This is an optimization exercise on Yosys and OpenROAD, whose aim is small area, a short achievable clock period and few clock cycles, not a production implementation. At most, simulation tests tie the RTL to the original design; equivalence was not proved. Power is estimated from default activity; no workload was simulated.

Design fb_blit, start of the top module:
module fb_blit (
    input  wire        clk,
    input  wire        rst,
    input  wire        cmd_valid,
    output wire        cmd_ready,
    input  wire [7:0]  cmd_op,
    input  wire [2:0]  cmd_mode,
    input  wire [1:0]  cmd_color,
    input  wire [15:0] cmd_arg0,
    input  wire [15:0] cmd_arg1,
    input  wire [15:0] cmd_arg2,
    input  wire [15:0] cmd_arg3,
    input  wire [15:0] cmd_arg4,
    input  wire [15:0] cmd_arg5,
    output wire        res_re,
    output wire [15:0] res_addr,
    input  wire [7:0]  res_rdata,
    output wire        fb_re,
    output wire [9:0]  fb_raddr,
    input  wire [7:0]  fb_rdata,
    output reg         fb_we,
    output reg  [9:0]  fb_waddr,
    output reg  [7:0]  fb_wdata
);
Settings: LEC_CHECK=0, CAP_MARGIN=20, CORE_MARGIN=2, CORE_UTILIZATION=60, CTS_BUF_LIST=sky130_fd_sc_hd__clkbuf_8, CTS_CLUSTER_SIZE=16, SLEW_MARGIN=20; clock period 12.0 ns.
standard.sh (not shown) runs the stock make flow with config.mk's settings and CLKGATE_MAP_FILE= SYNTH_SCRIPT=/design/flow/synth_recipe.tcl, a recipe that flattens the netlist after the stock synthesis.
==> flow/flow/run.sh <==
#!/bin/bash
# Standard layout with the smallest plain buffers on the ports; timing repair
# aims for 8.0 ns of setup slack.
set -euo pipefail
export BUFFER_PORTS_ARGS="-buffer_cell sky130_fd_sc_hd__buf_1"
export SETUP_SLACK_MARGIN=8.0
bash standard.sh > flow.log 2>&1
The starting point went through all stages and came out clean.
Testbench counts at the start, summed over its fixed seeds: cycles 33,382.
Edit:
--- a/flow/flow/run.sh
+++ b/flow/flow/run.sh
@@ -3 +3 @@
-# aims for 8.0 ns of setup slack.
+# aims for 8.3 ns of setup slack.
@@ -6 +6 @@
-export SETUP_SLACK_MARGIN=8.0
+export SETUP_SLACK_MARGIN=8.3
Settings changed: CTS_CLUSTER_SIZE 16 to unset.
Utilization increases by 3.0 points.
Sequential share of layout area decreases by 1.3 points.
Cell area increases by 4.3%.
Cell count increases by 2.3%.
Clock skew increases by 17 ps.
Power hardly moves.
Critical path depth increases by 8.
Maximum frequency increases by about 2.2%.
Setup slack gets better by 86 ps.
First-iteration DRC count decreases by about 1.8%.

========
== build 17 ==
fb_blit, a different RTL version from the one above (not shown whole).
Size in the first run: ~0.013 mm2 of cells after synthesis.
export LEC_CHECK = 0
export CAP_MARGIN = 20
export CORE_MARGIN = 2
export CORE_UTILIZATION = 40
export CTS_BUF_LIST = sky130_fd_sc_hd__clkbuf_8
export SLEW_MARGIN = 20
create_clock -name core_clock -period 12.0 [get_ports {clk}]
==> flow/flow/run.sh <==
#!/bin/bash
# Standard layout with the smallest plain buffers on the ports; timing repair
# aims for 8.5 ns of setup slack.
set -euo pipefail
export BUFFER_PORTS_ARGS="-buffer_cell sky130_fd_sc_hd__buf_1"
export SETUP_SLACK_MARGIN=8.5
bash standard.sh > flow.log 2>&1
Changes in build 2 relative to build 17:
# build 17
export LEC_CHECK = 0
export CAP_MARGIN = 20
export CORE_MARGIN = 2
export CORE_UTILIZATION = 40
export CTS_BUF_LIST = sky130_fd_sc_hd__clkbuf_8
export SLEW_MARGIN = 20
create_clock -name core_clock -period 12.0 [get_ports {clk}]
# build 2
export LEC_CHECK = 0
export CAP_MARGIN = 20
export CORE_MARGIN = 2
export CORE_UTILIZATION = 40
export SLEW_MARGIN = 20
create_clock -name core_clock -period 12.0 [get_ports {clk}]
==> flow/flow/run.sh <==
#!/bin/bash
# Standard layout with the smallest plain buffers on the ports; timing repair
# aims for 7.0 ns of setup slack.
set -euo pipefail
export BUFFER_PORTS_ARGS="-buffer_cell sky130_fd_sc_hd__buf_1"
export SETUP_SLACK_MARGIN=7.0
bash standard.sh > flow.log 2>&1
Notes after the runs:
Comparing build 2 and build 17, the higher clock network fraction of total power is on build 2.
Detail-routed via count per cell (build 2 vs. build 17) increases slightly
Summary of the comparison: critical path depth is higher in build 2, relative to build 17.
Deepest level of the CTS H-tree on build 2 is down relative to build 17.
Routed wire length (build 2 / build 17): 0.907
Power share of the combinational group (lower): build 2
Relative to build 17, total power draw has gone down in build 2.
Build 2 vs build 17, final area went down by about 12%.
Of build 2 and build 17, the run reporting the lower worst-case setup margin in the final layout was build 2.
Diff build 2 and build 17: final worst-path cycle share lower in build 17
Looking only at worst stage delay on the critical path, and setting everything else aside, the lower value of build 2 and build 17 goes to build 17.
#### Input delta (build 89 over build 2)
==> flow/flow/run.sh <==
#!/bin/bash
# Standard layout with the smallest plain buffers on the ports; timing repair
# aims for 7.5 ns of setup slack.
set -euo pipefail
export BUFFER_PORTS_ARGS="-buffer_cell sky130_fd_sc_hd__buf_1"
export SETUP_SLACK_MARGIN=7.5
bash standard.sh > flow.log 2>&1
## What came out
Build 89 completed; timing, DRC and antenna clean. Compared with build 2, in build 89 setup slack moved up; area growth from synthesis to layout moved up; post-route cell area grew by 0.35%; largest vdd supply drop went up 0.73 uV. Build 2 → build 89: routed wire length barely changed; share of synthesized area occupied by flip-flops and latches flat; post-route total power has remained practically unchanged. A worst setup path endpoint of fb_wdata[6]$_DFF_P_ is what build 89 shows, while ra[15]$_DFF_P_ belongs to build 2.
What build 15 does differently from build 89 at the input level:
==> flow/flow/run.sh <==
#!/bin/bash
# Standard layout with the smallest plain buffers on the ports; timing repair
# aims for 8.5 ns of setup slack.
set -euo pipefail
export BUFFER_PORTS_ARGS="-buffer_cell sky130_fd_sc_hd__buf_1"
export SETUP_SLACK_MARGIN=8.5
bash standard.sh > flow.log 2>&1
--- outcome ---
Going from build 89 to build 15, synthesized-area fraction occupied by ao, oa, aoi and oai cells comparable; least setup slack across all paths after layout shows an increase of 440 ps.
On total power: build 15 sits above build 89.
The number of inserted filler cells in the final layout of build 15 is lower than that of build 89.
In build 15 the global-route total usage across every layer turned out 1.2 points higher than in build 89.
From build 15 to build 89, setup TNS did not move at all.
Comparing build 89 and build 15, internal power consumption is higher on build 15.
Layout-stage area growth over the synthesis result, build 89 and build 15, higher one = build 15.
Routed wire length deteriorates in build 15 relative to build 89.
Build 89 → build 15: layout clock buffer count went up by 8.8%; critical path depth in cells went down by 2.
No run of this note included a check of the RTL's function; only the layout flow was run.

========
fb_blit, a different RTL version from the one above (not shown whole).
Size in the first run: roughly 190 flip-flops, ~180 I/O pins, roughly 0.013 mm2 of cells after synthesis.
export LEC_CHECK = 0
export CAP_MARGIN = 20
export CORE_MARGIN = 2
export CORE_UTILIZATION = 40
export SLEW_MARGIN = 20
create_clock -name core_clock -period 12.0 [get_ports {clk}]
==> flow/flow/run.sh <==
#!/bin/bash
# Standard layout with plain port buffers; timing repair aims for 8 ns of setup slack.
set -euo pipefail
export BUFFER_PORTS_ARGS="-buffer_cell sky130_fd_sc_hd__buf_2"
export SETUP_SLACK_MARGIN=8
bash standard.sh > flow.log 2>&1
Then changed:
==> flow/flow/run.sh (replaced) <==
#!/bin/bash
# Standard layout with the smallest plain buffers on the ports.
set -euo pipefail
export BUFFER_PORTS_ARGS="-buffer_cell sky130_fd_sc_hd__buf_1"
bash standard.sh > flow.log 2>&1
--- a/flow/config.mk
+++ b/flow/config.mk
@@ -10,2 +10,3 @@
 export CORE_UTILIZATION = 40
+export CTS_BUF_LIST = sky130_fd_sc_hd__clkbuf_8
 export SLEW_MARGIN = 20
=> The changed run completed without violations; power goes down by roughly a tenth; final cell count goes down by a few percent; hold slack improved by 0.0073 ns; routed wire length goes down by a few percent; worst setup slack got worse by 0.93 ns; core utilization goes down by 4.1 points.
Then changed:
==> flow/run.sh (new file) <==
#!/bin/bash
# synth_recipe.tcl (not shown) runs the flow's synth.tcl, then flattens the netlist and writes it again
# the make line also repeats each setting of config.mk as NAME=value (left out here)
make -C /OpenROAD-flow-scripts/flow DESIGN_CONFIG=/design/flow/config.mk WORK_HOME=/design/flow/orfs CLKGATE_MAP_FILE= SYNTH_SCRIPT=/design/flow/synth_recipe.tcl finish
--- a/flow/config.mk
+++ b/flow/config.mk
@@ -10,3 +10,2 @@
 export CORE_UTILIZATION = 40
-export CTS_BUF_LIST = sky130_fd_sc_hd__clkbuf_8
 export SLEW_MARGIN = 20
removed: flow/flow/run.sh
removed: flow/standard.sh
What happened: Via count is about the same; first-iteration DRC count climbs by 14%; clock skew drops by 0.0050 ns; utilization climbs by 3.6 points.
Then changed:
==> flow/flow/run.sh (new file) <==
#!/bin/bash
# Standard layout, with plain buffers (not delay cells) on the ports.
set -euo pipefail
export BUFFER_PORTS_ARGS="-buffer_cell sky130_fd_sc_hd__buf_2"
bash standard.sh > flow.log 2>&1
==> flow/standard.sh (new file) <==
#!/bin/bash
# synth_recipe.tcl (not shown) runs the flow's synth.tcl, then flattens the netlist and writes it again
# the make line also repeats each setting of config.mk as NAME=value (left out here)
make -C /OpenROAD-flow-scripts/flow DESIGN_CONFIG=/design/flow/config.mk WORK_HOME=/design/flow/orfs CLKGATE_MAP_FILE= SYNTH_SCRIPT=/design/flow/synth_recipe.tcl "${@:-finish}"
removed: flow/run.sh
=> Wire length fell by 0.97%; utilization fell by 2.5 points; final area fell by 5.0%.
Then changed:
--- a/flow/config.mk
+++ b/flow/config.mk
@@ -7,2 +7,3 @@
 export LEC_CHECK = 0
+export ABC_CLOCK_PERIOD_IN_PS = 4500
 export CAP_MARGIN = 20
What happened: The new run ran to the end with no violations. Design area does not change. Sequential cell count is unchanged. Routed wire length is unchanged. Total power stays the same. Count of clock-buffer cells in the layout is unchanged. Final cell count does not change. Utilization is unchanged. Setup slack stays the same. Hold slack does not change. Register-to-register slack barely changes.
Then changed:
--- a/flow/config.mk
+++ b/flow/config.mk
@@ -7,3 +7,3 @@
 export LEC_CHECK = 0
-export ABC_CLOCK_PERIOD_IN_PS = 4500
+export ABC_CLOCK_PERIOD_IN_PS = 3000
 export CAP_MARGIN = 20
Worst hold slack is unchanged.
Via count stays the same.
Core utilization does not change.
Critical path depth is unchanged.
Final area is unchanged.
Sequential power is about the same.
Setup slack does not change.
Cell count stays the same.
Area after synthesis does not change.
Function was not checked in any run of this note: the RTL went through the layout flow alone.

========
Another version of the RTL of fb_blit (not shown whole).
For scale: about 1,500 cells after synthesis, ~200 flip-flops, ~13,000 um2 of cells after synthesis.
==> flow/config.mk <==
export PLATFORM = sky130hd
export DESIGN_NAME = fb_blit
export DESIGN_NICKNAME = fb_blit
export VERILOG_FILES = /design/flow/design.v
export SDC_FILE = /design/flow/constraint.sdc
export NUM_CORES = 4
export LEC_CHECK = 0
export CAP_MARGIN = 20
export CORE_MARGIN = 2
export CORE_UTILIZATION = 40
export SLEW_MARGIN = 20
==> flow/constraint.sdc <==
create_clock -name core_clock -period 12.0 [get_ports {clk}]
set_input_delay 2.4000 -clock core_clock [delete_from_list [all_inputs] [get_ports {clk}]]
set_output_delay 2.4000 -clock core_clock [all_outputs]
set_load 0.01 [all_outputs]
==> flow/flow/run.sh <==
#!/bin/bash
# Standard layout with the smallest plain buffers on the ports; timing repair
# aims for 9.5 ns of setup slack.
set -euo pipefail
export BUFFER_PORTS_ARGS="-buffer_cell sky130_fd_sc_hd__buf_1"
export SETUP_SLACK_MARGIN=9.5
bash standard.sh > flow.log 2>&1
The baseline finished clean.
Next try:
==> flow/flow/run.sh (replaced) <==
#!/bin/bash
# Standard layout with the smallest plain buffers on the ports; timing repair
# aims for 8.5 ns of setup slack.
set -euo pipefail
export BUFFER_PORTS_ARGS="-buffer_cell sky130_fd_sc_hd__buf_1"
export SETUP_SLACK_MARGIN=8.5
bash standard.sh > flow.log 2>&1
Global-route usage fell by 1.9 points.
Worst hold slack is about the same.
Sequential power fell slightly.
Non-clock buffer count fell by 88.
No run of this note included a check of the RTL's function; only the layout flow was run.

========
alpha:
fb_blit with an RTL version that a note above also has.
==> flow/config.mk <==
export PLATFORM = sky130hd
export DESIGN_NAME = fb_blit
export DESIGN_NICKNAME = fb_blit
export VERILOG_FILES = /design/flow/design.v
export SDC_FILE = /design/flow/constraint.sdc
export NUM_CORES = 4
export LEC_CHECK = 0
export CAP_MARGIN = 20
export CORE_MARGIN = 2
export CORE_UTILIZATION = 60
export CTS_BUF_LIST = sky130_fd_sc_hd__clkbuf_16
export CTS_CLUSTER_DIAMETER = 70
export CTS_CLUSTER_SIZE = 40
export SLEW_MARGIN = 20
==> flow/constraint.sdc <==
create_clock -name core_clock -period 12.0 [get_ports {clk}]
set_input_delay 2.4000 -clock core_clock [delete_from_list [all_inputs] [get_ports {clk}]]
set_output_delay 2.4000 -clock core_clock [all_outputs]
set_load 0.01 [all_outputs]
==> flow/flow/run.sh <==
#!/bin/bash
# Standard layout with the smallest plain buffers on the ports; timing repair
# aims for 8.0 ns of setup slack.
set -euo pipefail
export BUFFER_PORTS_ARGS="-buffer_cell sky130_fd_sc_hd__buf_1"
export SETUP_SLACK_MARGIN=8.0
bash standard.sh > flow.log 2>&1
alpha: done, clean on timing, DRC and antenna
Testbench counts of alpha, summed over its fixed seeds: cycles 33,382.
What beta does differently from alpha at the input level:
- CTS_CLUSTER_SIZE changed from 40 to 28
- CTS_CLUSTER_DIAMETER removed (was 70)
## What came out
Per the comparison of beta with alpha, sequential share of layout area down 0.17 points, power per cell area up 4.9 nW/um2, post-route standard cell area excluding fillers up about 0.47%, count of clock-buffer cells in the layout up 10. Worst setup slack: beta < alpha. Core utilization: beta higher than alpha. Looking at global-route wire length before repair across both flows, beta is the weaker of the two, with alpha ahead. As far as post-route antenna net violation count goes, alpha and beta are indistinguishable; the numbers are identical. Between alpha and beta, the difference in multi-input gate area in the final layout is negligible. Worst hold slack delta (beta -> alpha): insignificant. | share of the cycle needed by the critical path after routing | lower: alpha |.

========
Setup of build 85:
Starting RTL as in the previous note.
Settings: LEC_CHECK=0, CAP_MARGIN=20, CORE_MARGIN=2, CORE_UTILIZATION=70, CTS_BUF_LIST=sky130_fd_sc_hd__clkbuf_8, SLEW_MARGIN=20; clock period 12.0 ns.
Scripts as last shown in full above: flow/flow/run.sh
Build 85 finished all stages; the layout is clean.
Testbench counts of build 85, summed over its fixed seeds: cycles 33,382.
For build 52, these inputs were changed with respect to build 85:
Settings: clearing CTS_BUF_LIST, which used to be sky130_fd_sc_hd__clkbuf_8; swapping 70 for 40 in CORE_UTILIZATION.
Notes after the runs:
Shortest period the worst path allows for build 52 is higher than for build 85.
Worst setup path endpoint: al[15] -> build 52, fb_wdata[6] -> build 85
Combined flip-flop and latch cell area: build 85 vs build 52 — no meaningful difference
Compared with build 85, build 52 shows non-clock buffer count that has gone up by a little under 10%.
Taking build 85 as the reference, in build 52 worst hold slack neither gained nor lost much, final-layout fill cell count picked up an extra 160%, final estimated routing congestion in global placement lost 4.8%.
The final clock period utilization by the worst path of build 52 exceeds that of build 85 by 0.51 points.
### build 52 -> build 91
Settings: setting CTS_BUF_LIST to sky130_fd_sc_hd__clkbuf_8 for the first time; changing CORE_UTILIZATION from 40 to 60.
[summary]
Build 91: done, clean on timing, DRC and antenna. Final instance area for build 91: 2.1% down relative to build 52. Build 91: total wire length lower than build 52. Diff build 52 -> build 91: wire length on met3 went up 2.1%; combinational group share of total power +0.3 points; worst setup slack now sits higher.

========
## wip/zinc
Starting RTL as in the previous note.
clock: 12.0 ns
lec_check: 0
cap_margin: 20
core_margin: 2
core_utilization: 60
cts_buf_list: sky130_fd_sc_hd__clkbuf_16
cts_cluster_diameter: 50
cts_cluster_size: 32
slew_margin: 20
Scripts as last shown in full above: flow/flow/run.sh
wip/zinc finished every stage and its layout cleared the timing, DRC and antenna checks.
Testbench counts of wip/zinc, summed over its fixed seeds: cycles 33,382.
diff inputs: wip/zinc => wip/willow
Settings: CTS_CLUSTER_DIAMETER no longer set, was 50; CTS_BUF_LIST now sky130_fd_sc_hd__clkbuf_8, was sky130_fd_sc_hd__clkbuf_16; CTS_CLUSTER_SIZE now 25, was 32.
Notes after the runs:
Fmax: wip/willow higher than wip/zinc
| average wire per standard cell | wip/willow vs wip/zinc | about 0.75% lower |
From wip/zinc to wip/willow the numbers moved as follows: synthesized cell count level, total chip power moved down, non-clock buffer count moved down, register-to-register slack moved down.
Per the comparison of wip/willow with wip/zinc, post-route worst hold slack held steady; number of filler cells placed in the layout grew by 46.
Switching share of power | wip/willow above wip/zinc
The minimum clock period after layout of wip/willow is lower than that of wip/zinc.
Global-route wire length before repair: wip/zinc vs wip/willow, no meaningful difference
Input-level comparison between wip/yarrow and wip/willow:
Settings: changing CTS_BUF_LIST from sky130_fd_sc_hd__clkbuf_8 to sky130_fd_sc_hd__clkbuf_8 sky130_fd_sc_hd__clkbuf_16; setting CTS_CLUSTER_DIAMETER to 40 for the first time; changing CTS_CLUSTER_SIZE from 25 to 40.
## What came out
- wip/yarrow: flow completed, timing, DRC and antenna clean
- Summary of wip/yarrow over wip/willow: area used by sequential logic in the layout roughly the same, post-route cell area higher, hold slack roughly the same.

[static timing again, ports no longer ideal]
The flow's constraints put no driver on any port. The routed layouts listed below were extracted and timed again, unchanged, in two steps. Step 1 assumes that a clkbuf_16 drives the clock port and a buf_2 every other input. Step 2, shift: input delay + t, output delay - t, t = (earliest + latest rising clock arrival at the registers) / 2. This alone moves slack from input paths to output paths. Three values: no drivers, after step 1, after step 2; two values: the first two.
| run | shift t [ns] | setup WS [ns] | clock arrival spread, ns |
|---|---|---|---|
| the first run of note 1 | 0.568 | 8.082 / 8.083 / 7.516 | 0.027 / 0.027 |
| the second run of note 1 | 0.573 | 8.168 / 8.168 / 7.610 | 0.044 / 0.044 |
| build 17 | 0.585 | 8.194 / 8.196 / 7.611 | 0.025 / 0.025 |
| build 2 | 0.581 | 7.475 / 7.475 / 7.208 | 0.021 / 0.021 |
| build 89 | 0.581 | 7.770 / 7.764 / 7.184 | 0.020 / 0.019 |
| build 15 | 0.590 | 8.211 / 8.194 / 7.604 | 0.017 / 0.018 |
| the first run of note 3 | 0.500 | 7.917 / 7.935 / 7.435 | 0.013 / 0.012 |
| the second run of note 3 | 0.550 | 6.986 / 6.986 / 6.986 | 0.019 / 0.019 |
| the third run of note 3 | 0.504 | 7.018 / 7.018 / 6.770 | 0.014 / 0.014 |
| the fourth run of note 3 | 0.504 | 6.910 / 6.910 / 6.910 | 0.018 / 0.017 |
| the fifth run of note 3 | 0.504 | 6.910 / 6.910 / 6.910 | 0.018 / 0.017 |
| the sixth run of note 3 | 0.504 | 6.910 / 6.910 / 6.910 | 0.018 / 0.017 |
| the first run of note 4 | 0.588 | 7.142 / 7.162 / 6.574 | 0.013 / 0.012 |
| the second run of note 4 | 0.601 | 7.203 / 7.237 / 6.636 | 0.016 / 0.017 |
| alpha | 0.550 | 8.084 / 8.104 / 7.554 | 0.028 / 0.028 |
| beta | 0.573 | 8.045 / 8.045 / 7.511 | 0.015 / 0.015 |
| build 85 | 0.581 | 8.018 / 8.016 / 7.435 | 0.015 / 0.015 |
| build 52 | 0.577 | 7.957 / 7.957 / 7.491 | 0.015 / 0.015 |
| build 91 | 0.568 | 8.095 / 8.100 / 7.533 | 0.021 / 0.021 |
| wip/zinc | 0.590 | 8.081 / 8.103 / 7.513 | 0.016 / 0.016 |
| wip/willow | 0.568 | 8.095 / 8.100 / 7.533 | 0.021 / 0.021 |
| wip/yarrow | 0.550 | 8.097 / 8.098 / 7.560 | 0.016 / 0.016 |
After both steps setup and hold are still met in every run listed. The setup slack of build 15, which loses most, moves by -0.017 ns with the drivers and by -0.607 ns with both steps.
